What follows belongs to an exercise in optimizing a design on an open flow for small area, a short achievable clock period and few clock cycles; a production flow would make more cautious choices. Where RTL was checked, it was by simulation tests only, not by an equivalence proof against the original. Function not checked in runs 2 and 3: the RTL went through the layout flow alone. Power is estimated from default activity; no workload was simulated.

--- flow/run.sh ---
#!/bin/bash
# synth_recipe.tcl (not shown) runs the flow's synth.tcl, then flattens the netlist and writes it again
# the make line also repeats each setting of config.mk as NAME=value (left out here)
make -C /OpenROAD-flow-scripts/flow DESIGN_CONFIG=/design/flow/config.mk WORK_HOME=/design/flow/orfs CLKGATE_MAP_FILE= SYNTH_SCRIPT=/design/flow/synth_recipe.tcl finish
--- flow/config.mk ---
export PLATFORM = sky130hd
export DESIGN_NAME = msdenc
export DESIGN_NICKNAME = msdenc
export VERILOG_FILES = /design/flow/design.v
export SDC_FILE = /design/flow/constraint.sdc
export NUM_CORES = 8
export LEC_CHECK = 0
export CAP_MARGIN = 20
export CELL_PAD_IN_SITES_DETAIL_PLACEMENT = 1
export CELL_PAD_IN_SITES_GLOBAL_PLACEMENT = 2
export CORE_MARGIN = 2
export CORE_UTILIZATION = 45
export PLACE_DENSITY = 0.6
export SLEW_MARGIN = 20
--- flow/constraint.sdc ---
create_clock -name core_clock -period 10.0 [get_ports {clk}]
set_input_delay 2.0000 -clock core_clock [delete_from_list [all_inputs] [get_ports {clk}]]
set_output_delay 2.0000 -clock core_clock [all_outputs]
set_load 0.01 [all_outputs]
--- flow/design.v ---
module msdenc (
    input  wire        clk,
    input  wire        rst,
    input  wire        host_valid,
    output wire        host_ready,
    input  wire        host_write,
    input  wire        host_arr,
    input  wire [2:0]  host_id,
    input  wire [7:0]  host_idx,
    input  wire [63:0] host_wdata,
    output reg         rd_valid,
    output reg  [63:0] rd_data
);
    localparam [7:0] OP_ENCBITS  = 8'h01;
    localparam [7:0] OP_ENCWIDE  = 8'h02;
    localparam [7:0] OP_ALNUM    = 8'h03;
    localparam [7:0] OP_ENCMSD   = 8'h10;
    localparam [7:0] OP_ENCERA   = 8'h11;
    localparam [7:0] OP_MAPDIAG  = 8'h20;
    localparam [7:0] OP_MAPCRASH = 8'h21;
    localparam [1:0] ST_OK      = 2'd0;
    localparam [1:0] ST_FAIL    = 2'd1;
    localparam [1:0] ST_ERR_CMD = 2'd2;
    localparam [1:0] ST_ERR_ARG = 2'd3;
    localparam [5:0] C_NONE     = 6'h00;
    localparam [5:0] C_VERSION  = 6'h01;
    localparam [5:0] C_VTYPE    = 6'h02;
    localparam [5:0] C_VIN      = 6'h03;
    localparam [5:0] C_LAT      = 6'h05;
    localparam [5:0] C_LON      = 6'h06;
    localparam [5:0] C_DIR      = 6'h07;
    localparam [5:0] C_N1_DLAT  = 6'h08;
    localparam [5:0] C_N1_DLON  = 6'h09;
    localparam [5:0] C_N2_DLAT  = 6'h0A;
    localparam [5:0] C_N2_DLON  = 6'h0B;
    localparam [5:0] C_LENGTH   = 6'h0C;
    localparam [5:0] C_BAD_LEN  = 6'h10;
    localparam [5:0] C_OFS_OVF  = 6'h11;
    localparam [5:0] C_BAD_OP   = 6'h20;
    localparam [5:0] C_RESERVED = 6'h21;
    localparam [3:0] PH_HDR   = 4'd0;
    localparam [3:0] PH_OID   = 4'd1;
    localparam [3:0] PH_DLEN  = 4'd2;
    localparam [3:0] PH_DATA  = 4'd3;
    localparam [3:0] PH_T1    = 4'd4;
    localparam [3:0] PH_T2    = 4'd5;
    localparam [3:0] PH_T2B   = 4'd6;
    localparam [3:0] PH_T3    = 4'd7;
    localparam [3:0] PH_T4    = 4'd8;
    localparam [3:0] PH_T5    = 4'd9;
    localparam [3:0] PH_PRE   = 4'd10;
    localparam [3:0] PH_VAL   = 4'd11;
    localparam [3:0] PH_BIT   = 4'd12;
    localparam [3:0] PH_FLUSH = 4'd13;
    localparam [3:0] PH_DONE  = 4'd14;
    reg [1:0]  status;
    reg [5:0]  cause;
    reg [4:0]  cause_index;
    reg [15:0] res_offset;
    reg [10:0] res_bits;
    reg [7:0]  res_bytes;
    reg        res_code_ff;      
    reg [5:0]  res_code;
    reg [15:0] r_wide;
    reg [63:0] r_mask;
    reg [7:0]  r_version;
    reg        r_opt;
    reg [7:0]  r_oid_len, r_data_len, r_msgid;
    reg        r_auto, r_test, r_trust;
    reg [7:0]  r_vtype;
    reg [5:0]  r_prop;
    reg [31:0] r_ts, r_lat, r_lon;
    reg [7:0]  r_dir;
    reg        r_n1p;
    reg [15:0] r_n1lat, r_n1lon;
    reg        r_n2p;
    reg [15:0] r_n2lat, r_n2lon;
    reg        r_paxp;
    reg [7:0]  r_pax;
    reg        r_severe, r_diagp, r_crashp;
    reg [20:0] r_diag_pres, r_diag_val;
    reg [5:0]  r_crash_pres, r_crash_val;
    reg [8*4-1:0]   src_f;
    reg [8*17-1:0]  vin_f;
    reg [8*255-1:0] oid_f;
    reg [8*255-1:0] dat_f;
    reg [8*140-1:0] buf_f;
    reg        busy;
    reg [3:0]  ph;
    reg [16:0] pos;         
    reg [4:0]  widx;        
    reg        ewide;       
    reg [5:0]  elen;        
    reg        p_valid;
    reg [63:0] p_data;      
    reg [6:0]  p_len;
    reg [16:0] p_pos;
    reg [7:0]  cbyte;       
    assign host_ready = !busy;
    wire accept = host_valid && !busy;
    wire reg_wr = accept &&  host_write && !host_arr;
    wire arr_wr = accept &&  host_write &&  host_arr;
    wire cmd_wr = reg_wr && (host_idx == 8'h00);
    function [6:0] alnum;     
        input [7:0] c;
        begin
            if (c >= 8'h30 && c <= 8'h39)      alnum = {1'b1, c[5:0] - 6'h30};
            else if (c >= 8'h41 && c <= 8'h48) alnum = {1'b1, c[5:0] + 6'd9};
            else if (c >= 8'h4A && c <= 8'h4E) alnum = {1'b1, c[5:0] + 6'd8};
            else if (c == 8'h50)               alnum = {1'b1, 6'd23};
            else if (c >= 8'h52 && c <= 8'h5A) alnum = {1'b1, c[5:0] + 6'd6};
            else                               alnum = 7'd0;
        end
    endfunction
    wire [6:0]   cmd_al = alnum(host_wdata[15:8]);
    wire [16:0]  vin_ok;
    wire [101:0] vin_codes;      
    genvar gi;
    generate
        for (gi = 0; gi < 17; gi = gi + 1) begin : g_vin
            wire [6:0] a = alnum(vin_f[8*gi +: 8]);
            assign vin_ok[gi] = a[6];
            assign vin_codes[101-6*gi -: 6] = a[5:0];
        end
    endgenerate
    reg [4:0] vin_bad;
    integer k;
    always @* begin
        vin_bad = 5'd0;
        for (k = 16; k >= 0; k = k - 1)
            if (!vin_ok[k]) vin_bad = k;
    end
    wire signed [31:0] lat_s = r_lat;
    wire signed [31:0] lon_s = r_lon;
    wire lat_ok = (r_lat == 32'h7FFFFFFF) ||
                  (lat_s >= -32'sd324000000 && lat_s <= 32'sd324000000);
    wire lon_ok = (r_lon == 32'h7FFFFFFF) ||
                  (lon_s >= -32'sd648000000 && lon_s <= 32'sd648000000);
    wire dir_ok = (r_dir <= 8'd179) || (r_dir == 8'd255);
    wire vt_ok  = (r_vtype >= 8'd1) && (r_vtype <= 8'd13);
    wire n1lat_ok = (r_n1lat[15:9] == {7{r_n1lat[9]}});
    wire n1lon_ok = (r_n1lon[15:9] == {7{r_n1lon[9]}});
    wire n2lat_ok = (r_n2lat[15:9] == {7{r_n2lat[9]}});
    wire n2lon_ok = (r_n2lon[15:9] == {7{r_n2lon[9]}});
    reg [11:0] pe;
    reg [3:0]  pe_n;
    always @* begin
        pe = 12'd0;
        pe_n = 4'd0;
        for (k = 0; k < 6; k = k + 1) begin
            if (r_prop[k]) begin
                pe[11 - pe_n] = 1'b1;
                pe[10 - pe_n] = 1'b1;
                pe_n = pe_n + 4'd2;
            end else begin
                pe_n = pe_n + 4'd1;
            end
        end
    end
    wire prop_all = &r_prop;
    wire [12:0] msd_len = 13'd239 + {9'd0, pe_n} - 13'd6
                        + (r_n1p ? 13'd20 : 13'd0) + (r_n2p ? 13'd20 : 13'd0)
                        + (r_paxp ? 13'd8 : 13'd0)
                        + (r_opt ? (13'd16 + {2'd0, r_oid_len, 3'd0} + {2'd0, r_data_len, 3'd0}) : 13'd0);
    reg       v_fail;
    reg [5:0] v_cause;
    reg [4:0] v_index;
    always @* begin
        v_fail = 1'b1;
        v_index = 5'd0;
        if (r_version != 8'd1)           v_cause = C_VERSION;
        else if (!vt_ok)                 v_cause = C_VTYPE;
        else if (!(&vin_ok)) begin       v_cause = C_VIN; v_index = vin_bad; end
        else if (!lat_ok)                v_cause = C_LAT;
        else if (!lon_ok)                v_cause = C_LON;
        else if (!dir_ok)                v_cause = C_DIR;
        else if (r_n1p && !n1lat_ok)     v_cause = C_N1_DLAT;
        else if (r_n1p && !n1lon_ok)     v_cause = C_N1_DLON;
        else if (r_n2p && !n2lat_ok)     v_cause = C_N2_DLAT;
        else if (r_n2p && !n2lon_ok)     v_cause = C_N2_DLON;
        else if (msd_len > 13'd1120)     v_cause = C_LENGTH;
        else begin                       v_cause = C_NONE; v_fail = 1'b0; end
    end
    wire [20:0] dflags = r_diag_pres & r_diag_val;
    wire [5:0]  cflags = r_crash_pres & r_crash_val;
    reg  [20:0] dflags_r;
    reg  [5:0]  cflags_r;
    always @* begin
        for (k = 0; k < 21; k = k + 1) dflags_r[20-k] = dflags[k];
        for (k = 0; k < 6; k = k + 1)  cflags_r[5-k]  = cflags[k];
    end
    reg [39:0] era_e;
    always @* begin
        era_e = 40'd0;
        era_e[39:32] = 8'd1;
        era_e[31] = r_diagp;
        era_e[30] = r_crashp;
        era_e[29] = r_severe;
        if (r_diagp) begin
            era_e[28:8] = dflags_r;
            if (r_crashp) era_e[7:2] = cflags_r;
        end else if (r_crashp) begin
            era_e[28:23] = cflags_r;
        end
    end
    wire [10:0] era_bits = 11'd11 + (r_diagp ? 11'd21 : 11'd0) + (r_crashp ? 11'd6 : 11'd0);
    wire [7:0]  w_op = host_wdata[7:0];
    wire [7:0]  w_a  = host_wdata[15:8];
    wire [15:0] w_b  = host_wdata[31:16];
    wire op_ok  = (w_op == OP_ENCBITS) || (w_op == OP_ENCWIDE) || (w_op == OP_ALNUM) ||
                  (w_op == OP_ENCMSD) || (w_op == OP_ENCERA) ||
                  (w_op == OP_MAPDIAG) || (w_op == OP_MAPCRASH);
    wire a_zero = (w_a == 8'd0);
    wire b_zero = (w_b == 16'd0);
    wire rsv_bad = (w_op == OP_ALNUM) ? !b_zero : (w_op[7:4] != 4'd0 && !(a_zero && b_zero));
    wire len_bad = (w_op == OP_ENCBITS) ?
                   !((w_a <= 8'd8) || (w_a == 8'd16) || (w_a == 8'd24) || (w_a == 8'd32)) :
                   (w_a > 8'd16);
    wire [16:0] arg_end = {1'b0, w_b} + {9'd0, w_a};
    wire cmd_good = cmd_wr && op_ok && !rsv_bad;
    wire emit_cmd = (w_op == OP_ENCBITS) || (w_op == OP_ENCWIDE);
    wire do_era   = cmd_good && (w_op == OP_ENCERA);
    wire do_diag  = cmd_good && (w_op == OP_MAPDIAG);
    wire do_crash = cmd_good && (w_op == OP_MAPCRASH);
    wire [7:0] bidx = busy ? pos[10:3] : host_idx;          
    wire [4:0] widx_m = busy ? widx : host_idx[7:3];         
    wire [8*256-1:0] buf_pad = {{(8*116){1'b0}}, buf_f};
    wire [7:0]  buf_rd = buf_pad[8*bidx +: 8];
    wire [8*256-1:0] oid_pad = {8'd0, oid_f};
    wire [8*256-1:0] dat_pad = {8'd0, dat_f};
    wire [63:0] oid_wl = oid_pad[64*widx_m +: 64];           
    wire [63:0] dat_wl = dat_pad[64*widx_m +: 64];
    reg  [63:0] oid_w, dat_w;                                
    always @* begin
        for (k = 0; k < 8; k = k + 1) begin
            oid_w[63-8*k -: 8] = oid_wl[8*k +: 8];
            dat_w[63-8*k -: 8] = dat_wl[8*k +: 8];
        end
    end
    wire [8:0] oid_rem = {1'b0, r_oid_len} - {1'b0, widx, 3'd0};
    wire [8:0] dat_rem = {1'b0, r_data_len} - {1'b0, widx, 3'd0};
    wire [15:0] val16 = ewide ? r_wide : {8'd0, src_f[7:0]};
    reg        s_push;
    reg [63:0] s_data;
    reg [6:0]  s_len;
    reg [16:0] s_pos;
    always @* begin
        s_push = busy;
        s_data = 64'd0;
        s_len  = 7'd0;
        s_pos  = pos;
        case (ph)
            PH_HDR: begin
                s_data = {8'h01, r_opt, r_oid_len, 47'd0};
                s_len  = r_opt ? 7'd17 : 7'd9;
            end
            PH_OID: begin
                s_data = oid_w;
                s_len  = (oid_rem >= 9'd8) ? 7'd64 : {oid_rem[3:0], 3'd0};
            end
            PH_DLEN: begin
                s_data = {r_data_len, 56'd0};
                s_len  = 7'd8;
            end
            PH_DATA: begin
                s_data = dat_w;
                s_len  = (dat_rem >= 9'd8) ? 7'd64 : {dat_rem[3:0], 3'd0};
            end
            PH_T1: begin
                s_data = {r_msgid, r_auto, r_test, r_trust, r_vtype[3:0] - 4'd1,
                          vin_codes[101:54], vin_codes[53]};
                s_len  = 7'd64;
            end
            PH_T2: begin
                s_data = {vin_codes[52:0], pe[11:1]};
                s_len  = prop_all ? 7'd64 : 7'd53 + {3'd0, pe_n};
            end
            PH_T2B: begin
                s_data = {1'b1, 63'd0};
                s_len  = 7'd1;
            end
            PH_T3: begin
                s_data = {r_ts, ~r_lat[31], r_lat[30:0]};
                s_len  = 7'd64;
            end
            PH_T4: begin
                s_data = {~r_lon[31], r_lon[30:0], r_dir, r_n1p,
                          ~r_n1lat[9], r_n1lat[8:0], ~r_n1lon[9], r_n1lon[8:0], 3'd0};
                s_len  = r_n1p ? 7'd61 : 7'd41;
            end
            PH_T5: begin
                if (r_n2p)
                    s_data = {1'b1, ~r_n2lat[9], r_n2lat[8:0], ~r_n2lon[9], r_n2lon[8:0],
                              r_paxp, r_pax, 34'd0};
                else
                    s_data = {1'b0, r_paxp, r_pax, 54'd0};
                s_len  = 7'd2 + (r_n2p ? 7'd20 : 7'd0) + (r_paxp ? 7'd8 : 7'd0);
            end
            PH_PRE: begin
                s_data = {buf_rd, 56'd0};
                s_len  = {4'd0, pos[2:0]};
                s_pos  = {pos[16:3], 3'd0};
            end
            PH_VAL: begin
                s_data = {src_f[7:0], src_f[15:8], src_f[23:16], src_f[31:24], 32'd0};
                s_len  = {1'b0, elen};
            end
            PH_BIT: begin
                s_data = {val16[widx[3:0]], 63'd0};
                s_len  = 7'd1;
            end
            PH_FLUSH: begin
                s_data = {buf_rd << pos[2:0], 56'd0};
                s_len  = 7'd8 - {4'd0, pos[2:0]};
            end
            default: begin
                s_push = 1'b0;
            end
        endcase
    end
    wire [16:0] pos_nx = (ph == PH_PRE) ? pos : pos + {10'd0, s_len};
    always @(posedge clk) begin
        if (rst) begin
            busy    <= 1'b0;
            ph      <= PH_DONE;
            p_valid <= 1'b0;
        end else begin
            p_valid <= s_push;
            if (busy) begin
                pos <= pos_nx;
                case (ph)
                    PH_HDR:  ph <= r_opt ? ((r_oid_len != 8'd0) ? PH_OID : PH_DLEN) : PH_T1;
                    PH_OID: begin
                        if (oid_rem <= 9'd8) begin ph <= PH_DLEN; widx <= 5'd0; end
                        else widx <= widx + 5'd1;
                    end
                    PH_DLEN: ph <= (r_data_len != 8'd0) ? PH_DATA : PH_T1;
                    PH_DATA: begin
                        if (dat_rem <= 9'd8) ph <= PH_T1;
                        else widx <= widx + 5'd1;
                    end
                    PH_T1:   ph <= PH_T2;
                    PH_T2:   ph <= prop_all ? PH_T2B : PH_T3;
                    PH_T2B:  ph <= PH_T3;
                    PH_T3:   ph <= PH_T4;
                    PH_T4:   ph <= PH_T5;
                    PH_T5:   ph <= (pos_nx[2:0] != 3'd0) ? PH_FLUSH : PH_DONE;
                    PH_PRE:  ph <= (!ewide && (elen[5] || elen[4])) ? PH_VAL : PH_BIT;
                    PH_VAL:  ph <= (pos_nx[2:0] != 3'd0) ? PH_FLUSH : PH_DONE;
                    PH_BIT: begin
                        widx <= widx - 5'd1;
                        if (widx == 5'd0) ph <= (pos_nx[2:0] != 3'd0) ? PH_FLUSH : PH_DONE;
                    end
                    PH_FLUSH: ph <= PH_DONE;
                    default: begin
                        busy <= 1'b0;
                    end
                endcase
            end else if (cmd_good && w_op == OP_ENCMSD && !v_fail) begin
                busy <= 1'b1;
                ph   <= PH_HDR;
                pos  <= 17'd0;
                widx <= 5'd0;
            end else if (cmd_good && emit_cmd && !len_bad && !arg_end[16] && !a_zero) begin
                busy  <= 1'b1;
                ph    <= PH_PRE;
                pos   <= {1'b0, w_b};
                widx  <= w_a[4:0] - 5'd1;
                elen  <= w_a[5:0];
                ewide <= (w_op == OP_ENCWIDE);
            end
        end
    end
    always @(posedge clk) begin
        p_data <= s_data;
        p_len  <= s_len;
        p_pos  <= s_pos;
    end
    wire [2:0]  wb  = p_pos[2:0];
    wire [2:0]  wfl = p_pos[5:3];
    wire [10:0] ww0 = p_pos[16:6];
    wire [7:0]  c_sh = cbyte >> (4'd8 - {1'b0, wb});
    reg  [63:0] pre;
    always @* begin
        pre = p_data;
        for (k = 0; k < 8; k = k + 1)
            if (k < wb) pre[k] = c_sh[k];
    end
    wire [63:0] r1 = wb[0]  ? {pre[0],     pre[63:1]}  : pre;
    wire [63:0] r2 = wb[1]  ? {r1[1:0],    r1[63:2]}   : r1;
    wire [63:0] r3 = wb[2]  ? {r2[3:0],    r2[63:4]}   : r2;
    wire [63:0] r4 = wfl[0] ? {r3[7:0],    r3[63:8]}   : r3;
    wire [63:0] r5 = wfl[1] ? {r4[15:0],   r4[63:16]}  : r4;
    wire [63:0] rot = wfl[2] ? {r5[31:0],  r5[63:32]}  : r5;
    wire [7:0] we_end = {1'b0, wb} + p_len;       
    wire [3:0] nb = we_end[6:3];                  
    reg  [7:0] lane_lo, lane_hi;                   
    reg  [2:0] rel;
    always @* begin
        for (k = 0; k < 8; k = k + 1) begin
            rel = k[2:0] - wfl;
            lane_lo[k] = p_valid && ({1'b0, rel} < nb) && (k[2:0] >= wfl);
            lane_hi[k] = p_valid && ({1'b0, rel} < nb) && (k[2:0] <  wfl);
        end
    end
    wire [2:0] cl = wfl + nb[2:0];
    wire [7:0] c_next = we_end[6] ? (p_data[7:0] << (4'd8 - {1'b0, wb})) : rot[63-8*cl -: 8];
    always @(posedge clk)
        if (p_valid) cbyte <= c_next;
    reg [17:0] wsel;
    always @* begin
        for (k = 0; k < 18; k = k + 1) wsel[k] = (ww0 == k);
    end
    wire [17:0] wsel_up = {wsel[16:0], 1'b0};      
    always @(posedge clk) begin
        if (reg_wr) begin
            case (host_idx)
                8'h08: r_wide     <= host_wdata[15:0];
                8'h09: r_mask     <= host_wdata;
                8'h10: r_version  <= host_wdata[7:0];
                8'h11: r_opt      <= host_wdata[0];
                8'h12: r_oid_len  <= host_wdata[7:0];
                8'h13: r_data_len <= host_wdata[7:0];
                8'h14: r_msgid    <= host_wdata[7:0];
                8'h15: r_auto     <= host_wdata[0];
                8'h16: r_test     <= host_wdata[0];
                8'h17: r_trust    <= host_wdata[0];
                8'h18: r_vtype    <= host_wdata[7:0];
                8'h19: r_prop     <= host_wdata[5:0];
                8'h1A: r_ts       <= host_wdata[31:0];
                8'h1B: r_lat      <= host_wdata[31:0];
                8'h1C: r_lon      <= host_wdata[31:0];
                8'h1D: r_dir      <= host_wdata[7:0];
                8'h1E: r_n1p      <= host_wdata[0];
                8'h1F: r_n1lat    <= host_wdata[15:0];
                8'h20: r_n1lon    <= host_wdata[15:0];
                8'h21: r_n2p      <= host_wdata[0];
                8'h22: r_n2lat    <= host_wdata[15:0];
                8'h23: r_n2lon    <= host_wdata[15:0];
                8'h24: r_paxp     <= host_wdata[0];
                8'h25: r_pax      <= host_wdata[7:0];
                8'h30: r_severe   <= host_wdata[0];
                default: ;
            endcase
        end
        if (do_diag) begin
            for (k = 0; k < 21; k = k + 1) begin
                r_diag_pres[k] <= r_mask[2*k];
                r_diag_val[k]  <= r_mask[2*k+1];
            end
        end else if (reg_wr && host_idx == 8'h32) r_diag_pres <= host_wdata[20:0];
        else if (reg_wr && host_idx == 8'h33) r_diag_val <= host_wdata[20:0];
        if (do_diag) r_diagp <= 1'b1;
        else if (reg_wr && host_idx == 8'h31) r_diagp <= host_wdata[0];
        if (do_crash) begin
            for (k = 0; k < 6; k = k + 1) begin
                r_crash_pres[k] <= r_mask[2*k];
                r_crash_val[k]  <= r_mask[2*k+1];
            end
        end else if (reg_wr && host_idx == 8'h35) r_crash_pres <= host_wdata[5:0];
        else if (reg_wr && host_idx == 8'h36) r_crash_val <= host_wdata[5:0];
        if (do_crash) r_crashp <= 1'b1;
        else if (reg_wr && host_idx == 8'h34) r_crashp <= host_wdata[0];
    end
    wire [7:0] wd8 = host_wdata[7:0];
    always @(posedge clk) begin
        for (k = 0; k < 4; k = k + 1)
            if (arr_wr && host_id == 3'd0 && host_idx == k) src_f[8*k +: 8] <= wd8;
        for (k = 0; k < 17; k = k + 1)
            if (arr_wr && host_id == 3'd1 && host_idx == k) vin_f[8*k +: 8] <= wd8;
        for (k = 0; k < 255; k = k + 1)
            if (arr_wr && host_id == 3'd2 && host_idx == k) oid_f[8*k +: 8] <= wd8;
        for (k = 0; k < 255; k = k + 1) begin
            if (do_era && k < 5)
                dat_f[8*k +: 8] <= era_e[39-8*k -: 8];
            else if (arr_wr && host_id == 3'd3 && host_idx == k)
                dat_f[8*k +: 8] <= wd8;
        end
        for (k = 0; k < 140; k = k + 1) begin
            if (p_valid) begin
                if ((lane_lo[k%8] && wsel[k/8]) || (lane_hi[k%8] && wsel_up[k/8]))
                    buf_f[8*k +: 8] <= rot[63-8*(k%8) -: 8];
            end else if (arr_wr && host_id == 3'd4 && host_idx == k)
                buf_f[8*k +: 8] <= wd8;
        end
    end
    always @(posedge clk) begin
        if (rst) begin
            status      <= ST_OK;
            cause       <= C_NONE;
            cause_index <= 5'd0;
            res_offset  <= 16'd0;
            res_bits    <= 11'd0;
            res_bytes   <= 8'd0;
            res_code    <= 6'd0;
            res_code_ff <= 1'b0;
        end else if (cmd_wr) begin
            status      <= ST_OK;
            cause       <= C_NONE;
            cause_index <= 5'd0;
            if (!op_ok) begin
                status <= ST_ERR_CMD; cause <= C_BAD_OP;
            end else if (rsv_bad) begin
                status <= ST_ERR_CMD; cause <= C_RESERVED;
            end else begin
                case (w_op)
                    OP_ENCBITS, OP_ENCWIDE: begin
                        if (len_bad) begin
                            status <= ST_ERR_ARG; cause <= C_BAD_LEN;
                        end else if (arg_end[16]) begin
                            status <= ST_ERR_ARG; cause <= C_OFS_OVF;
                        end else begin
                            res_offset <= arg_end[15:0];
                        end
                    end
                    OP_ALNUM: begin
                        res_code    <= cmd_al[5:0];
                        res_code_ff <= !cmd_al[6];
                    end
                    OP_ENCMSD: begin
                        if (v_fail) begin
                            status      <= ST_FAIL;
                            cause       <= v_cause;
                            cause_index <= v_index;
                            res_bits    <= 11'd0;
                            res_bytes   <= 8'd0;
                        end else begin
                            res_bits    <= msd_len[10:0];
                            res_bytes   <= msd_len[10:3];
                        end
                    end
                    OP_ENCERA: res_bits <= era_bits;
                    default: ;
                endcase
            end
        end
    end
    wire [8*32-1:0] vin_pad = {{(8*15){1'b0}}, vin_f};
    wire [7:0] vin_rd = vin_pad[8*host_idx[4:0] +: 8];
    wire [7:0] src_rd = src_f[8*host_idx[1:0] +: 8];
    wire [7:0] oid_rd = oid_w[63-8*host_idx[2:0] -: 8];
    wire [7:0] dat_rd = dat_w[63-8*host_idx[2:0] -: 8];
    reg [7:0] arr_mux;
    always @* begin
        arr_mux = 8'd0;
        case (host_id)
            3'd0: if (host_idx[7:2] == 6'd0)  arr_mux = src_rd;
            3'd1: if (host_idx[7:5] == 3'd0)  arr_mux = vin_rd;
            3'd2: arr_mux = oid_rd;
            3'd3: arr_mux = dat_rd;
            3'd4: arr_mux = buf_rd;
            default: ;
        endcase
    end
    reg [63:0] reg_mux;
    always @* begin
        reg_mux = 64'd0;
        case (host_idx)
            8'h01: reg_mux[1:0]  = status;
            8'h02: reg_mux[5:0]  = cause;
            8'h03: reg_mux[4:0]  = cause_index;
            8'h04: reg_mux[15:0] = res_offset;
            8'h05: reg_mux[10:0] = res_bits;
            8'h06: reg_mux[7:0]  = res_bytes;
            8'h07: reg_mux[7:0]  = {res_code_ff, res_code_ff, res_code | {6{res_code_ff}}};
            8'h08: reg_mux[15:0] = r_wide;
            8'h09: reg_mux       = r_mask;
            8'h10: reg_mux[7:0]  = r_version;
            8'h11: reg_mux[0]    = r_opt;
            8'h12: reg_mux[7:0]  = r_oid_len;
            8'h13: reg_mux[7:0]  = r_data_len;
            8'h14: reg_mux[7:0]  = r_msgid;
            8'h15: reg_mux[0]    = r_auto;
            8'h16: reg_mux[0]    = r_test;
            8'h17: reg_mux[0]    = r_trust;
            8'h18: reg_mux[7:0]  = r_vtype;
            8'h19: reg_mux[5:0]  = r_prop;
            8'h1A: reg_mux[31:0] = r_ts;
            8'h1B: reg_mux[31:0] = r_lat;
            8'h1C: reg_mux[31:0] = r_lon;
            8'h1D: reg_mux[7:0]  = r_dir;
            8'h1E: reg_mux[0]    = r_n1p;
            8'h1F: reg_mux[15:0] = r_n1lat;
            8'h20: reg_mux[15:0] = r_n1lon;
            8'h21: reg_mux[0]    = r_n2p;
            8'h22: reg_mux[15:0] = r_n2lat;
            8'h23: reg_mux[15:0] = r_n2lon;
            8'h24: reg_mux[0]    = r_paxp;
            8'h25: reg_mux[7:0]  = r_pax;
            8'h30: reg_mux[0]    = r_severe;
            8'h31: reg_mux[0]    = r_diagp;
            8'h32: reg_mux[20:0] = r_diag_pres;
            8'h33: reg_mux[20:0] = r_diag_val;
            8'h34: reg_mux[0]    = r_crashp;
            8'h35: reg_mux[5:0]  = r_crash_pres;
            8'h36: reg_mux[5:0]  = r_crash_val;
            default: ;
        endcase
    end
    always @(posedge clk) begin
        if (rst) rd_valid <= 1'b0;
        else     rd_valid <= accept && !host_write;
        rd_data <= host_arr ? {56'd0, arr_mux} : reg_mux;
    end
endmodule
==> results of run 1 <==
flip-flops by register name, summed over array words and instances (netlist names), 16 cells and up:
| signal | flops |
|---|---|
| r_n2lat | 16 |
| buf_f | 1120 |
| r_diag_pres | 21 |
| r_n2lon | 16 |
| p_data | 64 |
| src_f | 32 |
| r_mask | 64 |
| rd_data | 64 |
| r_ts | 32 |
| r_n1lat | 16 |
| pos | 17 |
| oid_f | 2040 |
| r_n1lon | 16 |
| p_pos | 17 |
| res_offset | 16 |
| r_wide | 16 |
| dat_f | 2040 |
| r_diag_val | 21 |
| r_lat | 32 |
| vin_f | 136 |
| r_lon | 32 |
cell usage in the layout (no fill, tap or decap), types with 66 or more instances in the layout:
| cell | n |
|---|---|
| nor3_1 | 239 |
| nand4_1 | 121 |
| a221o_1 | 68 |
| a211oi_1 | 209 |
| xnor2_1 | 94 |
| a311oi_1 | 75 |
| and2_1 | 76 |
| clkbuf_1 | 159 |
| edfxtp_1 | 5759 |
| and3_1 | 164 |
| o211ai_1 | 202 |
| nand3_1 | 774 |
| buf_4 | 758 |
| a21oi_1 | 800 |
| mux4_2 | 482 |
| ha_1 | 398 |
| clkbuf_16 | 655 |
| mux2_2 | 106 |
| nor2_1 | 1316 |
| nand2_1 | 2030 |
| clkinv_1 | 151 |
| inv_1 | 305 |
| a222oi_1 | 117 |
| a22oi_1 | 726 |
| clkdlybuf4s50_1 | 130 |
| clkinv_2 | 106 |
| o22ai_1 | 268 |
| a22o_1 | 66 |
| o221ai_1 | 146 |
| o21ai_0 | 749 |
| a31oi_1 | 221 |
| dfxtp_1 | 218 |
| a21o_1 | 111 |
| a221oi_1 | 309 |
| diode_2 | 112 |
| mux2i_1 | 342 |
through the flow:
step	power, mW	utilization	std cells
final	54.9	0.513	27900
after global routing	55.9	0.513	27800
after CTS	54.9	0.513	27800
after detailed placement	31.5	0.477	26600
after global placement	31.4	0.477	26600
after floorplan	29.4	-	19200
final cells by class:
type                       count  area [um2]
antenna                      112         280
clock buffer                 819       17100
clock inverter               362        3620
fill                       56500      283000
inverter                     321        1210
multi-input combinational  11600       80900
sequential                  5985      177000
tap                         7755        9700
timing repair buffer         979        8560
cell families (layout without fill, tap and decap cells):
kind of cell               Yosys count  in the layout  synth area share
other                                2            121         0.0000285
muxes                              948            948            0.0596
and+or+nand+nor                   5253           5253            0.0890
AOI/OAI and AO/OA                 4819           4819             0.127
DFF                               5985           5985             0.675
buffers and inverters             1676           2481            0.0254
adders and majority gates          411            411            0.0199
xor gates and xnor gates           138            138           0.00459
power by group through the flow:
stage                     clock network [mW]  logic [mW]  registers (mW)
after floorplan                            0        1.38            28.0
after global placement                     0        3.43            28.0
after detailed placement                   0        3.47            28.0
after CTS                               23.9        3.49            27.5
after global routing                    24.8        3.64            27.5
final                                   23.8        3.62            27.5
per-layer routing:
layer | up-vias | GRT usage | wire, um
met5 | - | 0.000893 | 942
met2 | 13100 | 0.593 | 529000
met3 | 2750 | 0.132 | 151000
met1 | 102000 | 0.548 | 476000
li1 | 76400 | - | -
met4 | 106 | 0.217 | 79500
worst max-delay path by stage:
stage | from | endpoint | slack (ns) | depth (start not counted)
global route | r_prop[0]$_DFFE_PP_ | pos[14]$_DFFE_PP_ | 0.12 | 33
CTS | r_prop[0]$_DFFE_PP_ | pos[13]$_DFFE_PP_ | 0.49 | 32
finish | r_prop[0]$_DFFE_PP_ | pos[14]$_DFFE_PP_ | 0.60 | 32
global placement | r_prop[0]$_DFFE_PP_ | pos[16]$_SDFFCE_PN0P_ | 0.52 | 32
detailed placement | r_prop[0]$_DFFE_PP_ | pos[16]$_SDFFCE_PN0P_ | 0.49 | 32
floorplan | r_prop[2]$_DFFE_PP_ | pos[10]$_DFFE_PP_ | 0.97 | 30
==> key figures, run 1 <==
Status
  • Status: finished clean

Critical path
  • CP Capture Type: register
  • Slowest stage cell, crit path: xor2_2
  • R2r setup slk: slightly above 0.6 ns
  • Crit Path Category: register to register
  • Worst path top cell family by delay: adder cells
  • CP max stage delay: roughly 0.55 ns
  • Startpoint types: register
  • Data required, critical path: 10.86 ns
  • Cell count of the worst reg-to-reg path: 32
  • Capturing point of the worst reg2reg path: pos[14]$_DFFE_PP_
  • Reg2reg start: r_prop[0]$_DFFE_PP_
  • Worst Path Buf+Inv: 6
  • Max FO, Critical Path: 22
  • Arrival @ worst endpoint: about 10 ns

Route
  • Total routed wirelength: roughly 1200 mm
  • Pre-Repair DR Iteration Count: 10
  • Avg Vias per Cell: 6.96
  • Final antenna-violating net count: 0
  • # DRC: 0
  • WL per Instance: around 44 um
  • DR vias: 194,000
  • DR iter-0 viols: ~30,000

Floorplanning
  • Core Rows: 280
  • Die height: roughly 770 um
  • Die Wd: about 770 um
  • Core area: 582,000 um2
  • Die ar.: between 500,000 and 600,000 um2
  • Starting Density: 0.452
  • Ports: 146

Synthesis
  • Post-synth top cells: 5,759 x edfxtp_1, 2,068 x nand2_1, 1,362 x nor2_1
  • Top cell type's share of synthesized area: 0.657
  • Synth area leaders: edfxtp_1 66%, mux4_2 4.1%, nand2_1 3.0%, a22oi_1 2.1%, nor2_1 1.9%
  • Seq/Total Area, Yosys: 0.675
  • Leading area contributor after synthesis: edfxtp_1
  • Syn_area_per_cell: 13.7 um2
  • Syn Inst Count: around 19,000
  • Seq cells post-synth: roughly 6,000
  • Unique masters post-synth: 101
  • Count leader, synth: edfxtp_1
  • Mapped cell area: 263,000 um2
  • Synth Flop Type: edfxtp_1
  • Fraction of registers with async set/reset: 0
  • YS warnings: between 200 and 300
  • EDFF count, synth: 5,759

CTS
  • CTS resizes: 0
  • Root Buffer: clkbuf_16
  • Clock Latency Late Sink: 1.19 ns
  • CTS Buffer Depth: 4
  • Worst-path clk slew: 0.06 ns
  • Setup bufs post-CTS: 0
  • Hold buffers post-CTS: 0
  • CTS tree: yes
  • TritonCTS Buffers: approximately 650
  • H-tree depth: 6
  • Clock sinks: 5,985

Timing
  • Total negative slack: 0 ns
  • WHS: 0.431 ns
  • Final Setup Violations: 0
  • Fin crit share: 0.940
  • RSZ-0062 raised after global routing: no
  • Least-Margin Pin Slew: 1.44 ns
  • Final setup margin: 0.605 ns
  • Slew headroom: 0.0326
  • Hold Vio Cnt, Final: 0
  • Max-slew violation count: 0
  • Final critical-path required period: between 9 and 10 ns
  • Fmax: around 0.11 GHz
  • Setup Skew: 0.0969 ns

Pwr
  • Sequential Power Share: 0.500
  • Peak VDD IR: 0.000196 V
  • Sw Ratio: 0.245
  • Internal cell power: 41.5 mW
  • Clock share of power: 0.434
  • Comb pwr share: 0.066
  • Net switching power: between 10 and 15 mW
  • Power density over the cells: between 150 and 200 nW/um2
  • P_leak: between 90 and 100 nW

Final layout
  • Ratio of cells with drive above 1 in the final layout: 0.138
  • Fin area: 299,000 um2
  • Area delta synth->final: 13.6%
  • Nets: 20,000

Hold path
  • Hold path depth: 0
  • WHS Endpoint: p_pos[16]$_DFF_P_
  • Beginning of the worst hold path: pos[16]$_SDFFCE_PN0P_
  • Hold Crit Class: register to register

Global routing
  • Grt total ovfl: 0
  • First-pass GRT wire length: about 1700 mm
  • GRT Resource Usage Total: 0.409
  • Largest net degree at the start of global routing: 138
  • Number of global-route vias before repair: about 190k
  • Initial antenna violation count: roughly 190

Place
  • Gpl congestion: 1.09
  • Placed instance area: between 200,000 and 300,000 um2
  • DP Wirelength: 837 mm
  • I/O Buffers: 145
  • Pre-CTS setup slack: slightly below 0.5 ns

Job
  • Maxcap violations: 0
Testbench counts, summed over its fixed seeds: cycles 17,742.
==> inputs of run 2 (changes only) <==
--- a/flow/design.v
+++ b/flow/design.v
@@ -92,6 +92,7 @@
     reg        ewide;       
     reg [5:0]  elen;        
     reg        p_valid;
+    reg        msd_pend;    
     reg [63:0] p_data;      
     reg [6:0]  p_len;
     reg [16:0] p_pos;
@@ -143,42 +144,117 @@
     wire n2lat_ok = (r_n2lat[15:9] == {7{r_n2lat[9]}});
     wire n2lon_ok = (r_n2lon[15:9] == {7{r_n2lon[9]}});
     reg [11:0] pe;
-    reg [3:0]  pe_n;
     always @* begin
-        pe = 12'd0;
-        pe_n = 4'd0;
-        for (k = 0; k < 6; k = k + 1) begin
-            if (r_prop[k]) begin
-                pe[11 - pe_n] = 1'b1;
-                pe[10 - pe_n] = 1'b1;
-                pe_n = pe_n + 4'd2;
-            end else begin
-                pe_n = pe_n + 4'd1;
-            end
-        end
+        case (r_prop)
+            6'd0: pe = 12'h000;
+            6'd1: pe = 12'hc00;
+            6'd2: pe = 12'h600;
+            6'd3: pe = 12'hf00;
+            6'd4: pe = 12'h300;
+            6'd5: pe = 12'hd80;
+            6'd6: pe = 12'h780;
+            6'd7: pe = 12'hfc0;
+            6'd8: pe = 12'h180;
+            6'd9: pe = 12'hcc0;
+            6'd10: pe = 12'h6c0;
+            6'd11: pe = 12'hf60;
+            6'd12: pe = 12'h3c0;
+            6'd13: pe = 12'hde0;
+            6'd14: pe = 12'h7e0;
+            6'd15: pe = 12'hff0;
+            6'd16: pe = 12'h0c0;
+            6'd17: pe = 12'hc60;
+            6'd18: pe = 12'h660;
+            6'd19: pe = 12'hf30;
+            6'd20: pe = 12'h360;
+            6'd21: pe = 12'hdb0;
+            6'd22: pe = 12'h7b0;
+            6'd23: pe = 12'hfd8;
+            6'd24: pe = 12'h1e0;
+            6'd25: pe = 12'hcf0;
+            6'd26: pe = 12'h6f0;
+            6'd27: pe = 12'hf78;
+            6'd28: pe = 12'h3f0;
+            6'd29: pe = 12'hdf8;
+            6'd30: pe = 12'h7f8;
+            6'd31: pe = 12'hffc;
+            6'd32: pe = 12'h060;
+            6'd33: pe = 12'hc30;
+            6'd34: pe = 12'h630;
+            6'd35: pe = 12'hf18;
+            6'd36: pe = 12'h330;
+            6'd37: pe = 12'hd98;
+            6'd38: pe = 12'h798;
+            6'd39: pe = 12'hfcc;
+            6'd40: pe = 12'h1b0;
+            6'd41: pe = 12'hcd8;
+            6'd42: pe = 12'h6d8;
+            6'd43: pe = 12'hf6c;
+            6'd44: pe = 12'h3d8;
+            6'd45: pe = 12'hdec;
+            6'd46: pe = 12'h7ec;
+            6'd47: pe = 12'hff6;
+            6'd48: pe = 12'h0f0;
+            6'd49: pe = 12'hc78;
+            6'd50: pe = 12'h678;
+            6'd51: pe = 12'hf3c;
+            6'd52: pe = 12'h378;
+            6'd53: pe = 12'hdbc;
+            6'd54: pe = 12'h7bc;
+            6'd55: pe = 12'hfde;
+            6'd56: pe = 12'h1f8;
+            6'd57: pe = 12'hcfc;
+            6'd58: pe = 12'h6fc;
+            6'd59: pe = 12'hf7e;
+            6'd60: pe = 12'h3fc;
+            6'd61: pe = 12'hdfe;
+            6'd62: pe = 12'h7fe;
+            6'd63: pe = 12'hfff;
+            default: pe = 12'h000;
+        endcase
     end
+    wire [2:0] pc = {2'd0, r_prop[0]} + {2'd0, r_prop[1]} + {2'd0, r_prop[2]} +
+                    {2'd0, r_prop[3]} + {2'd0, r_prop[4]} + {2'd0, r_prop[5]};
     wire prop_all = &r_prop;
-    wire [12:0] msd_len = 13'd239 + {9'd0, pe_n} - 13'd6
+    wire [12:0] msd_len = 13'd239 + {10'd0, pc}
                         + (r_n1p ? 13'd20 : 13'd0) + (r_n2p ? 13'd20 : 13'd0)
                         + (r_paxp ? 13'd8 : 13'd0)
                         + (r_opt ? (13'd16 + {2'd0, r_oid_len, 3'd0} + {2'd0, r_data_len, 3'd0}) : 13'd0);
+    reg        vr_ver_bad, vr_vt_bad, vr_vin_bad, vr_lat_bad, vr_lon_bad, vr_dir_bad;
+    reg        vr_n1lat_bad, vr_n1lon_bad, vr_n2lat_bad, vr_n2lon_bad;
+    reg [4:0]  vr_vin_idx;
+    reg [12:0] vr_len;
+    always @(posedge clk) begin
+        vr_ver_bad   <= (r_version != 8'd1);
+        vr_vt_bad    <= !vt_ok;
+        vr_vin_bad   <= !(&vin_ok);
+        vr_vin_idx   <= vin_bad;
+        vr_lat_bad   <= !lat_ok;
+        vr_lon_bad   <= !lon_ok;
+        vr_dir_bad   <= !dir_ok;
+        vr_n1lat_bad <= r_n1p && !n1lat_ok;
+        vr_n1lon_bad <= r_n1p && !n1lon_ok;
+        vr_n2lat_bad <= r_n2p && !n2lat_ok;
+        vr_n2lon_bad <= r_n2p && !n2lon_ok;
+        vr_len       <= msd_len;
+    end
     reg       v_fail;
     reg [5:0] v_cause;
     reg [4:0] v_index;
     always @* begin
         v_fail = 1'b1;
         v_index = 5'd0;
-        if (r_version != 8'd1)           v_cause = C_VERSION;
-        else if (!vt_ok)                 v_cause = C_VTYPE;
-        else if (!(&vin_ok)) begin       v_cause = C_VIN; v_index = vin_bad; end
-        else if (!lat_ok)                v_cause = C_LAT;
-        else if (!lon_ok)                v_cause = C_LON;
-        else if (!dir_ok)                v_cause = C_DIR;
-        else if (r_n1p && !n1lat_ok)     v_cause = C_N1_DLAT;
-        else if (r_n1p && !n1lon_ok)     v_cause = C_N1_DLON;
-        else if (r_n2p && !n2lat_ok)     v_cause = C_N2_DLAT;
-        else if (r_n2p && !n2lon_ok)     v_cause = C_N2_DLON;
-        else if (msd_len > 13'd1120)     v_cause = C_LENGTH;
+        if (vr_ver_bad)                  v_cause = C_VERSION;
+        else if (vr_vt_bad)              v_cause = C_VTYPE;
+        else if (vr_vin_bad) begin       v_cause = C_VIN; v_index = vr_vin_idx; end
+        else if (vr_lat_bad)             v_cause = C_LAT;
+        else if (vr_lon_bad)             v_cause = C_LON;
+        else if (vr_dir_bad)             v_cause = C_DIR;
+        else if (vr_n1lat_bad)           v_cause = C_N1_DLAT;
+        else if (vr_n1lon_bad)           v_cause = C_N1_DLON;
+        else if (vr_n2lat_bad)           v_cause = C_N2_DLAT;
+        else if (vr_n2lon_bad)           v_cause = C_N2_DLON;
+        else if (vr_len > 13'd1120)      v_cause = C_LENGTH;
         else begin                       v_cause = C_NONE; v_fail = 1'b0; end
     end
     wire [20:0] dflags = r_diag_pres & r_diag_val;
@@ -273,7 +349,7 @@
             end
             PH_T2: begin
                 s_data = {vin_codes[52:0], pe[11:1]};
-                s_len  = prop_all ? 7'd64 : 7'd53 + {3'd0, pe_n};
+                s_len  = prop_all ? 7'd64 : 7'd59 + {4'd0, pc};
             end
             PH_T2B: begin
                 s_data = {1'b1, 63'd0};
@@ -324,8 +400,10 @@
             busy    <= 1'b0;
             ph      <= PH_DONE;
             p_valid <= 1'b0;
+            msd_pend <= 1'b0;
         end else begin
             p_valid <= s_push;
+            msd_pend <= cmd_good && (w_op == OP_ENCMSD);
             if (busy) begin
                 pos <= pos_nx;
                 case (ph)
@@ -356,7 +434,7 @@
                         busy <= 1'b0;
                     end
                 endcase
-            end else if (cmd_good && w_op == OP_ENCMSD && !v_fail) begin
+            end else if (cmd_good && w_op == OP_ENCMSD) begin
                 busy <= 1'b1;
                 ph   <= PH_HDR;
                 pos  <= 17'd0;
@@ -494,6 +572,17 @@
             res_bytes   <= 8'd0;
             res_code    <= 6'd0;
             res_code_ff <= 1'b0;
+        end else if (msd_pend) begin
+            if (v_fail) begin
+                status      <= ST_FAIL;
+                cause       <= v_cause;
+                cause_index <= v_index;
+                res_bits    <= 11'd0;
+                res_bytes   <= 8'd0;
+            end else begin
+                res_bits    <= vr_len[10:0];
+                res_bytes   <= vr_len[10:3];
+            end
         end else if (cmd_wr) begin
             status      <= ST_OK;
             cause       <= C_NONE;
@@ -517,18 +606,6 @@
                         res_code    <= cmd_al[5:0];
                         res_code_ff <= !cmd_al[6];
                     end
-                    OP_ENCMSD: begin
-                        if (v_fail) begin
-                            status      <= ST_FAIL;
-                            cause       <= v_cause;
-                            cause_index <= v_index;
-                            res_bits    <= 11'd0;
-                            res_bytes   <= 8'd0;
-                        end else begin
-                            res_bits    <= msd_len[10:0];
-                            res_bytes   <= msd_len[10:3];
-                        end
-                    end
                     OP_ENCERA: res_bits <= era_bits;
                     default: ;
                 endcase
==> key figures, run 2 <==
Status
  • Status: finished clean

Final layout
  • Nets: 18,900
  • Area delta synth->final: 13.4%
  • Biggest regs: dat_f x2040, oid_f x2040, buf_f x1120
  • Ratio of cells with drive above 1 in the final layout: 0.164
  • Fillers: 55,600
  • Most frequent cells in the layout: 5,759 x edfxtp_1, 1,995 x nand2_1, 1,080 x nor2_1
  • Non-filler cells in the finished layout: 26,800
  • Utilization after layout: 0.513
  • Multi-input gate area: 79,600 um2
  • Commonest non-fill, non-tap cell in the layout: edfxtp_1
  • Sequential cell area: 178,000 um2

Timing
  • Max-slew violation count: 0
  • Hold Vio Cnt, Final: 0
  • Final setup margin: 2.90 ns
  • Fmax: ~0.14 GHz
  • Slew headroom: 0.105
  • Setup Skew: around 0.097 ns
  • RSZ-0062 raised after global routing: no
  • Total negative slack: 0 ns
  • Fin crit share: 0.710
  • Final critical-path required period: ~7 ns
  • Final Setup Violations: 0
  • Least-Margin Pin Slew: 1.33 ns

CTS
  • Root Buffer: clkbuf_16
  • Setup bufs post-CTS: 0
  • CTS tree: yes
  • Clock Latency Late Sink: 1.20 ns
  • Worst-path clk slew: approximately 0.060 ns
  • TritonCTS Buffers: around 660
  • Clock sinks: 6,025
  • H-tree depth: 6
  • CTS resizes: 0
  • Hold buffers post-CTS: 0
  • CTS Buffer Depth: 4

Synthesis
  • Unique masters post-synth: 100
  • Synth area leaders: edfxtp_1 66%, mux4_2 6.3%, nand2_1 2.9%, dfxtp_1 2.0%, ha_1 1.8%
  • YS warnings: 251
  • Mapped cell area: 263,000 um2
  • Leading area contributor after synthesis: edfxtp_1
  • Synth Flop Type: edfxtp_1
  • Post-synth top cells: 5,759 x edfxtp_1, 2,021 x nand2_1, 1,158 x nor2_1
  • Syn Inst Count: about 18,000
  • Top cell type's share of synthesized area: 0.657
  • EDFF count, synth: 5,759
  • Fraction of registers with async set/reset: 0
  • Count leader, synth: edfxtp_1
  • Syn_area_per_cell: 14.5 um2
  • Seq/Total Area, Yosys: 0.677
  • Seq cells post-synth: between 6,000 and 7,000

Global routing
  • Largest net degree at the start of global routing: 174
  • GRT Resource Usage Total: 0.407
  • Number of global-route vias before repair: 179,000
  • Grt total ovfl: 0
  • Initial antenna violation count: 182
  • First-pass GRT wire length: 1640 mm

Pwr
  • Total Power: 55.4 mW
  • Peak VDD IR: 0.000229 V
  • Power density over the cells: 186 nW/um2
  • P_leak: roughly 97 nW

Hold path
  • Hold Crit Class: register to register

Floorplanning
  • Die ar.: 591,000 um2
  • Die height: 769 um
  • Die Wd: 769 um
  • Core area: 582,000 um2
  • Ports: 146
  • Starting Density: 0.452
  • Core Rows: 280

Critical path
  • Max FO, Critical Path: 46
  • Startpoint types: register
  • Data required, critical path: 11.09 ns
  • CP Capture Type: register
  • Crit Path Category: register to register
  • Arrival @ worst endpoint: ~8.2 ns
  • R2r setup slk: 2.90 ns

Route
  • Total routed wirelength: ~1200 mm
  • DR vias: 187,000
  • Pre-Repair DR Iteration Count: 9
  • Final antenna-violating net count: 0
  • WL per Instance: 45.8 um
  • DR iter-0 viols: 30,500
  • # DRC: 0
  • Avg Vias per Cell: 6.96

Place
  • Placed cell count: 25,500
  • Pre-CTS setup slack: around 2.5 ns
  • I/O Buffers: 145
  • Gpl congestion: roughly 1.1
  • DP Wirelength: 842 mm

Job
  • Maxcap violations: 0
-- run 2: kinds of logic (layout without fill, tap and decap cells) --
| logic type | Yosys count | count (layout) | synth area share |
|---|---|---|---|
| AO/OA/AOI/OAI | 3981 | 3981 | 0.107 |
| XOR/XNOR | 113 | 113 | 0.00376 |
| adder cells (fa/ha/maj) | 392 | 392 | 0.0190 |
| buffers and inverters | 1566 | 2465 | 0.0271 |
| flip-flops | 6025 | 6025 | 0.677 |
| multiplexers | 1373 | 1373 | 0.0883 |
| other | 0 | 88 | 0 |
| AND/OR/NAND/NOR | 4638 | 4638 | 0.0776 |
-- run 2: where the power goes --
part,switching [mW],leakage (nW),internal [mW]
Clock,10.8,10.3,13.4
Combinational,2.65,33.0,0.866
Sequential,0.0126,53.9,27.6
-- run 2: critical path: stages, from the launching register on --
cell	delay, ns
dfxtp_4	0.77
buf_12	0.38
and3b_2	0.28
buf_4	0.62
or2_4	0.66
buf_4	0.72
a222oi_1	0.31
a21o_1	0.31
mux4_2	0.53
mux2i_1	0.74
a221oi_1	0.41
o21ai_0	0.27
a22o_1	0.49
a31o_1	0.17
-- run 2: worst paths after layout --
kind | endpoint | cells past startpoint | start
setup / recovery | rd_data[2]$_DFF_P_ | 13 | busy$_SDFF_PP0_
hold / removal | p_pos[16]$_DFF_P_ | 0 | pos[16]$_SDFFCE_PN0P_
setup reg to reg | rd_data[2]$_DFF_P_ | 13 | busy$_SDFF_PP0_
hold reg to reg | p_pos[16]$_DFF_P_ | 0 | pos[16]$_SDFFCE_PN0P_
-- run 2: area by class of cell --
class                   count  share of cell area
well taps                7755              0.0325
clock inverters           368              0.0124
diodes                     88            0.000738
inverters                 289             0.00364
repair buffers            976              0.0283
flip-flops and latches   6025               0.597
clock buffers             832              0.0581
multi-input cells       10500               0.267
-- run 2: layer usage --
layer	track usage	routed length, um	up-vias
li1	-	-	72600
met1	0.566	486000	99000
met2	0.571	513000	12700
met3	0.124	151000	2427
met4	0.220	78900	54
met5	0	379	-
-- run 2: metrics by stage --
step                instance area, um2  hold WS, ns
floorplan                       263000        0.346
global placement                276000        0.368
detailed placement              277000        0.399
CTS                             298000        0.406
global route                    298000        0.425
finish                          298000        0.402
==> inputs of run 3 (changes only) <==
--- a/flow/design.v
+++ b/flow/design.v
@@ -97,20 +97,21 @@
     reg [6:0]  p_len;
     reg [16:0] p_pos;
     reg [7:0]  cbyte;       
-    assign host_ready = !busy;
-    wire accept = host_valid && !busy;
+    reg        ready_q;     
+    assign host_ready = ready_q;
+    wire accept = host_valid && ready_q;
     wire reg_wr = accept &&  host_write && !host_arr;
     wire arr_wr = accept &&  host_write &&  host_arr;
     wire cmd_wr = reg_wr && (host_idx == 8'h00);
     function [6:0] alnum;     
         input [7:0] c;
         begin
-            if (c >= 8'h30 && c <= 8'h39)      alnum = {1'b1, c[5:0] - 6'h30};
-            else if (c >= 8'h41 && c <= 8'h48) alnum = {1'b1, c[5:0] + 6'd9};
-            else if (c >= 8'h4A && c <= 8'h4E) alnum = {1'b1, c[5:0] + 6'd8};
-            else if (c == 8'h50)               alnum = {1'b1, 6'd23};
-            else if (c >= 8'h52 && c <= 8'h5A) alnum = {1'b1, c[5:0] + 6'd6};
-            else                               alnum = 7'd0;
+            alnum[6] = (c >= 8'h30 && c <= 8'h39) || (c >= 8'h41 && c <= 8'h48) ||
+                       (c >= 8'h4A && c <= 8'h4E) || (c == 8'h50) ||
+                       (c >= 8'h52 && c <= 8'h5A);
+            if (!c[6])      alnum[5:0] = {2'b00, c[3:0]};
+            else if (!c[4]) alnum[5:0] = {2'b00, c[3:0]} + ((c[3] && (c[2] || c[1])) ? 6'd8 : 6'd9);
+            else            alnum[5:0] = {1'b0, c[4:0]} + ((c[3:0] == 4'd0) ? 6'd7 : 6'd6);
         end
     endfunction
     wire [6:0]   cmd_al = alnum(host_wdata[15:8]);
@@ -300,17 +301,20 @@
     wire do_crash = cmd_good && (w_op == OP_MAPCRASH);
     wire [7:0] bidx = busy ? pos[10:3] : host_idx;          
     wire [4:0] widx_m = busy ? widx : host_idx[7:3];         
-    wire [8*256-1:0] buf_pad = {{(8*116){1'b0}}, buf_f};
-    wire [7:0]  buf_rd = buf_pad[8*bidx +: 8];
-    wire [8*256-1:0] oid_pad = {8'd0, oid_f};
-    wire [8*256-1:0] dat_pad = {8'd0, dat_f};
-    wire [63:0] oid_wl = oid_pad[64*widx_m +: 64];           
-    wire [63:0] dat_wl = dat_pad[64*widx_m +: 64];
+    wire [15:0] bsel_h = 16'd1 << bidx[7:4];
+    wire [15:0] bsel_l = 16'd1 << bidx[3:0];
+    wire [31:0] wsel_oh = 32'd1 << widx_m;
+    reg  [7:0]  buf_rd;
     reg  [63:0] oid_w, dat_w;                                
     always @* begin
-        for (k = 0; k < 8; k = k + 1) begin
-            oid_w[63-8*k -: 8] = oid_wl[8*k +: 8];
-            dat_w[63-8*k -: 8] = dat_wl[8*k +: 8];
+        buf_rd = 8'd0;
+        for (k = 0; k < 140; k = k + 1)
+            buf_rd = buf_rd | (buf_f[8*k +: 8] & {8{bsel_h[k/16] & bsel_l[k%16]}});
+        oid_w = 64'd0;
+        dat_w = 64'd0;
+        for (k = 0; k < 255; k = k + 1) begin
+            oid_w[63-8*(k%8) -: 8] = oid_w[63-8*(k%8) -: 8] | (oid_f[8*k +: 8] & {8{wsel_oh[k/8]}});
+            dat_w[63-8*(k%8) -: 8] = dat_w[63-8*(k%8) -: 8] | (dat_f[8*k +: 8] & {8{wsel_oh[k/8]}});
         end
     end
     wire [8:0] oid_rem = {1'b0, r_oid_len} - {1'b0, widx, 3'd0};
@@ -398,6 +402,7 @@
     always @(posedge clk) begin
         if (rst) begin
             busy    <= 1'b0;
+            ready_q <= 1'b1;
             ph      <= PH_DONE;
             p_valid <= 1'b0;
             msd_pend <= 1'b0;
@@ -431,16 +436,19 @@
                     end
                     PH_FLUSH: ph <= PH_DONE;
                     default: begin
-                        busy <= 1'b0;
+                        busy    <= 1'b0;
+                        ready_q <= 1'b1;
                     end
                 endcase
             end else if (cmd_good && w_op == OP_ENCMSD) begin
-                busy <= 1'b1;
+                busy    <= 1'b1;
+                ready_q <= 1'b0;
                 ph   <= PH_HDR;
                 pos  <= 17'd0;
                 widx <= 5'd0;
             end else if (cmd_good && emit_cmd && !len_bad && !arg_end[16] && !a_zero) begin
-                busy  <= 1'b1;
+                busy    <= 1'b1;
+                ready_q <= 1'b0;
                 ph    <= PH_PRE;
                 pos   <= {1'b0, w_b};
                 widx  <= w_a[4:0] - 5'd1;
@@ -482,7 +490,14 @@
         end
     end
     wire [2:0] cl = wfl + nb[2:0];
-    wire [7:0] c_next = we_end[6] ? (p_data[7:0] << (4'd8 - {1'b0, wb})) : rot[63-8*cl -: 8];
+    wire [7:0] cl_oh = 8'd1 << cl;
+    reg  [7:0] c_lane;
+    always @* begin
+        c_lane = 8'd0;
+        for (k = 0; k < 8; k = k + 1)
+            c_lane = c_lane | (rot[63-8*k -: 8] & {8{cl_oh[k]}});
+    end
+    wire [7:0] c_next = we_end[6] ? (p_data[7:0] << (4'd8 - {1'b0, wb})) : c_lane;
     always @(posedge clk)
         if (p_valid) cbyte <= c_next;
     reg [17:0] wsel;
@@ -612,11 +627,24 @@
             end
         end
     end
-    wire [8*32-1:0] vin_pad = {{(8*15){1'b0}}, vin_f};
-    wire [7:0] vin_rd = vin_pad[8*host_idx[4:0] +: 8];
+    wire [31:0] vsel_oh = 32'd1 << host_idx[4:0];
+    reg  [7:0] vin_rd;
+    always @* begin
+        vin_rd = 8'd0;
+        for (k = 0; k < 17; k = k + 1)
+            vin_rd = vin_rd | (vin_f[8*k +: 8] & {8{vsel_oh[k]}});
+    end
     wire [7:0] src_rd = src_f[8*host_idx[1:0] +: 8];
-    wire [7:0] oid_rd = oid_w[63-8*host_idx[2:0] -: 8];
-    wire [7:0] dat_rd = dat_w[63-8*host_idx[2:0] -: 8];
+    wire [7:0] hsel_oh = 8'd1 << host_idx[2:0];
+    reg  [7:0] oid_rd, dat_rd;
+    always @* begin
+        oid_rd = 8'd0;
+        dat_rd = 8'd0;
+        for (k = 0; k < 8; k = k + 1) begin
+            oid_rd = oid_rd | (oid_w[63-8*k -: 8] & {8{hsel_oh[k]}});
+            dat_rd = dat_rd | (dat_w[63-8*k -: 8] & {8{hsel_oh[k]}});
+        end
+    end
     reg [7:0] arr_mux;
     always @* begin
         arr_mux = 8'd0;
==> key figures, run 3 <==
Job
  • Maxcap violations: 0

CTS
  • Clock Latency Late Sink: 1.19 ns
  • CTS resizes: 0
  • Root Buffer: clkbuf_16
  • Hold buffers post-CTS: 0
  • TritonCTS Buffers: roughly 640
  • Worst-path clk slew: 0.06 ns
  • CTS tree: yes
  • Clock sinks: around 6,000
  • Setup bufs post-CTS: 0
  • H-tree depth: 6
  • CTS Buffer Depth: 4

Synthesis
  • Syn_area_per_cell: 14.4 um2
  • Post-synth top cells: 5,759 x edfxtp_1, 1,592 x a22oi_1, 1,167 x nand2_1
  • Mapped cell area: 248,000 um2
  • EDFF count, synth: about 5,800
  • YS warnings: 251
  • Top cell type's share of synthesized area: 0.697
  • Synth area leaders: edfxtp_1 70%, a22oi_1 4.8%, dfxtp_1 2.2%, nand3_1 2.0%, nand2_1 1.8%
  • Leading area contributor after synthesis: edfxtp_1
  • Seq/Total Area, Yosys: 0.718
  • Syn Inst Count: 17,200
  • Fraction of registers with async set/reset: 0
  • Seq cells post-synth: 6,026
  • Count leader, synth: edfxtp_1
  • Unique masters post-synth: 98
  • Synth Flop Type: edfxtp_1

Final layout
  • Commonest non-fill, non-tap cell in the layout: edfxtp_1
  • Area delta synth->final: 15.6%
  • Most frequent cells in the layout: 5,759 x edfxtp_1, 1,538 x a22oi_1, 1,136 x nand2_1
  • Nets: 18,100
  • Biggest regs: dat_f x2040, oid_f x2040, buf_f x1120
  • Fillers: 52,200
  • Ratio of cells with drive above 1 in the final layout: 0.151

Timing
  • Least-Margin Pin Slew: 1.44 ns
  • Fin crit share: 0.808
  • Setup Skew: 0.0879 ns
  • Final Setup Violations: 0
  • Final critical-path required period: 8.08 ns
  • Total negative slack: 0 ns
  • Hold Vio Cnt, Final: 0
  • RSZ-0062 raised after global routing: no
  • Slew headroom: 0.0430
  • Fmax: 0.124 GHz
  • Final setup margin: 1.92 ns
  • Max-slew violation count: 0

Floorplanning
  • Die Wd: 747 um
  • Die height: about 750 um
  • Die ar.: 558,000 um2
  • Ports: 146
  • Starting Density: 0.452
  • Core Rows: around 270
  • Core area: 549,000 um2

Hold path
  • Hold path depth: 1
  • Beginning of the worst hold path: r_mask[63]$_DFFE_PP_
  • WHS Endpoint: rd_data[63]$_SDFF_PP0_
  • Hold Crit Class: register to register

Critical path
  • Crit Path Category: primary input to register
  • Data required, critical path: around 11 ns
  • CP max stage delay: between 1 and 1.5 ns
  • Max FO, Critical Path: 77
  • Reg2reg start: busy$_SDFF_PP0_
  • Crit-path cells: clkdlybuf4s50_1, or3_1, a22oi_2, buf_12, and2_0, a221o_1, nor4_1, nand4_1, or3_1, a21oi_1, a31oi_1
  • Worst Path Buf+Inv: 2
  • Arrival @ worst endpoint: 9.09 ns
  • Capturing point of the worst reg2reg path: rd_data[5]$_DFF_P_
  • R2r setup slk: 2.80 ns
  • Startpoint types: primary input
  • CP Capture Type: register
  • Cell count of the worst reg-to-reg path: 12
  • Most used cell, CP: or3_1
  • Slowest stage cell, crit path: clkdlybuf4s50_1
  • Worst path top cell family by delay: simple AND/OR/NAND/NOR gates

Pwr
  • Peak VDD IR: 0.000202 V
  • P_leak: around 92 nW
  • Power density over the cells: 190 nW/um2

Route
  • # DRC: 0
  • Total routed wirelength: 1450 mm
  • Final antenna-violating net count: 0
  • DR vias: 202,000
  • DR iter-0 viols: 45,100
  • Avg Vias per Cell: slightly below 8
  • Pre-Repair DR Iteration Count: 10
  • WL per Instance: roughly 56 um

Global routing
  • Initial antenna violation count: 261
  • Grt total ovfl: 0
  • GRT Resource Usage Total: 0.505
  • Largest net degree at the start of global routing: 210
  • First-pass GRT wire length: between 1500 and 2000 mm
  • Number of global-route vias before repair: 186,000

Place
  • I/O Buffers: 145
  • Pre-CTS setup slack: 1.44 ns
  • DP Wirelength: between 900 and 1000 mm
  • Gpl congestion: 1.08

Status
  • Status: finished clean
[run 3: cell count changes after synthesis, sizes merged, moves of 285 or more]
cell,previous run,this run
mux4,735,100
a22o,33,324
o21ai,727,442
nand2,2021,1167
nand3,629,978
a22oi,381,1601
nand4,123,465
[run 3: metal layers]
metal,wire length (um),part of all wire,up-vias,GRT usage
li1,-,-,71100,-
met1,503000,0.35,104000,0.643
met2,581000,0.40,21600,0.681
met3,241000,0.17,4767,0.226
met4,125000,0.086,130,0.355
met5,1340,0.00092,-,0.0126
[run 3: metrics by stage]
step | std cells | utilization | hold WS, ns | area [um2] | power, mW
global route | 25700 | 0.522 | 0.463 | 287000 | 55.0
detailed placement | 24400 | 0.483 | 0.431 | 265000 | 30.7
global placement | 24400 | 0.482 | 0.425 | 264000 | 30.7
floorplan | 17200 | - | 0.343 | 248000 | 28.9
finish | 25800 | 0.523 | 0.441 | 287000 | 54.6
CTS | 25600 | 0.521 | 0.446 | 286000 | 54.1
[run 3: worst max-delay path by stage]
stage           startpoint  slack, ns  cells after the start             endpoint
5_1_grt        host_idx[6]       2.44                     13    widx[4]$_DFFE_PP_
2_1_floorplan  host_idx[5]       1.35                      6  r_mask[0]$_DFFE_PP_
3_3_place_gp   host_idx[6]       1.55                     13    widx[2]$_DFFE_PP_
6_report       host_idx[6]       1.92                     11   rd_data[6]$_DFF_P_
3_5_place_dp   host_idx[6]       1.44                     13    widx[2]$_DFFE_PP_
4_1_cts        host_idx[6]       2.62                     13    widx[2]$_DFFE_PP_
[run 3: cells by family (layout without fill, tap and decap cells)]
group / count (synthesis) / count (layout) / share of synthesized area
DFF: 6026 / 6026 / 0.718
xor gates and xnor gates: 86 / 86 / 0.00303
AOI/OAI and AO/OA: 4409 / 4409 / 0.132
and+or+nand+nor: 4596 / 4596 / 0.0908
buffers and inverters: 1535 / 2628 / 0.0251
other: 0 / 246 / 0
muxes: 330 / 330 / 0.0187
adders and majority gates: 230 / 230 / 0.0120
[run 3: area by class of cell]
cell class,count,area (um2),share of cell area
sequential,6026,178000,0.621
multi-input combinational,9651,66600,0.232
clock buffer,808,17000,0.0592
timing repair buffer,1214,10800,0.0377
tap,7261,9080,0.0317
clock inverter,353,3560,0.0124
inverter,253,950,0.00331
antenna,246,616,0.00215
[run 3: where the power goes]
part           internal [mW]  total [mW]  switching (mW)
clock network           13.3        24.1            10.8
logic                  0.481        2.85            2.37
registers               27.6        27.6          0.0130

-- re-timing with driven ports --
The flow's constraints put no driver on any port. The routed layouts listed below were extracted and timed again, unchanged, in two steps. Step 1 assumes that a clkbuf_16 drives the clock port and a buf_2 every other input. Step 2, shift: input delay + t, output delay - t, t = (earliest + latest rising clock arrival at the registers) / 2. This alone moves slack from input paths to output paths. Slacks: ideal / step 1 / step 2; pairs: ideal / step 1.
run	shift t [ns]	slack for setup (ns)	worst setup path at the end	clock arrival spread, ns	slew at the worst register clock pin (ns)
run 1	1.274	0.605 / 0.605 / 0.605	register to register	0.098 / 0.098	0.08 / 0.08
run 2	1.281	2.904 / 2.904 / 1.946	input to register	0.112 / 0.111	0.08 / 0.08
run 3	1.304	1.919 / 2.035 / 0.732	input to register	0.092 / 0.093	0.07 / 0.07
After both steps setup and hold are still met in every run listed. The setup slack of run 3, which loses most, moves by +0.116 ns with the drivers and by -1.187 ns with both steps.
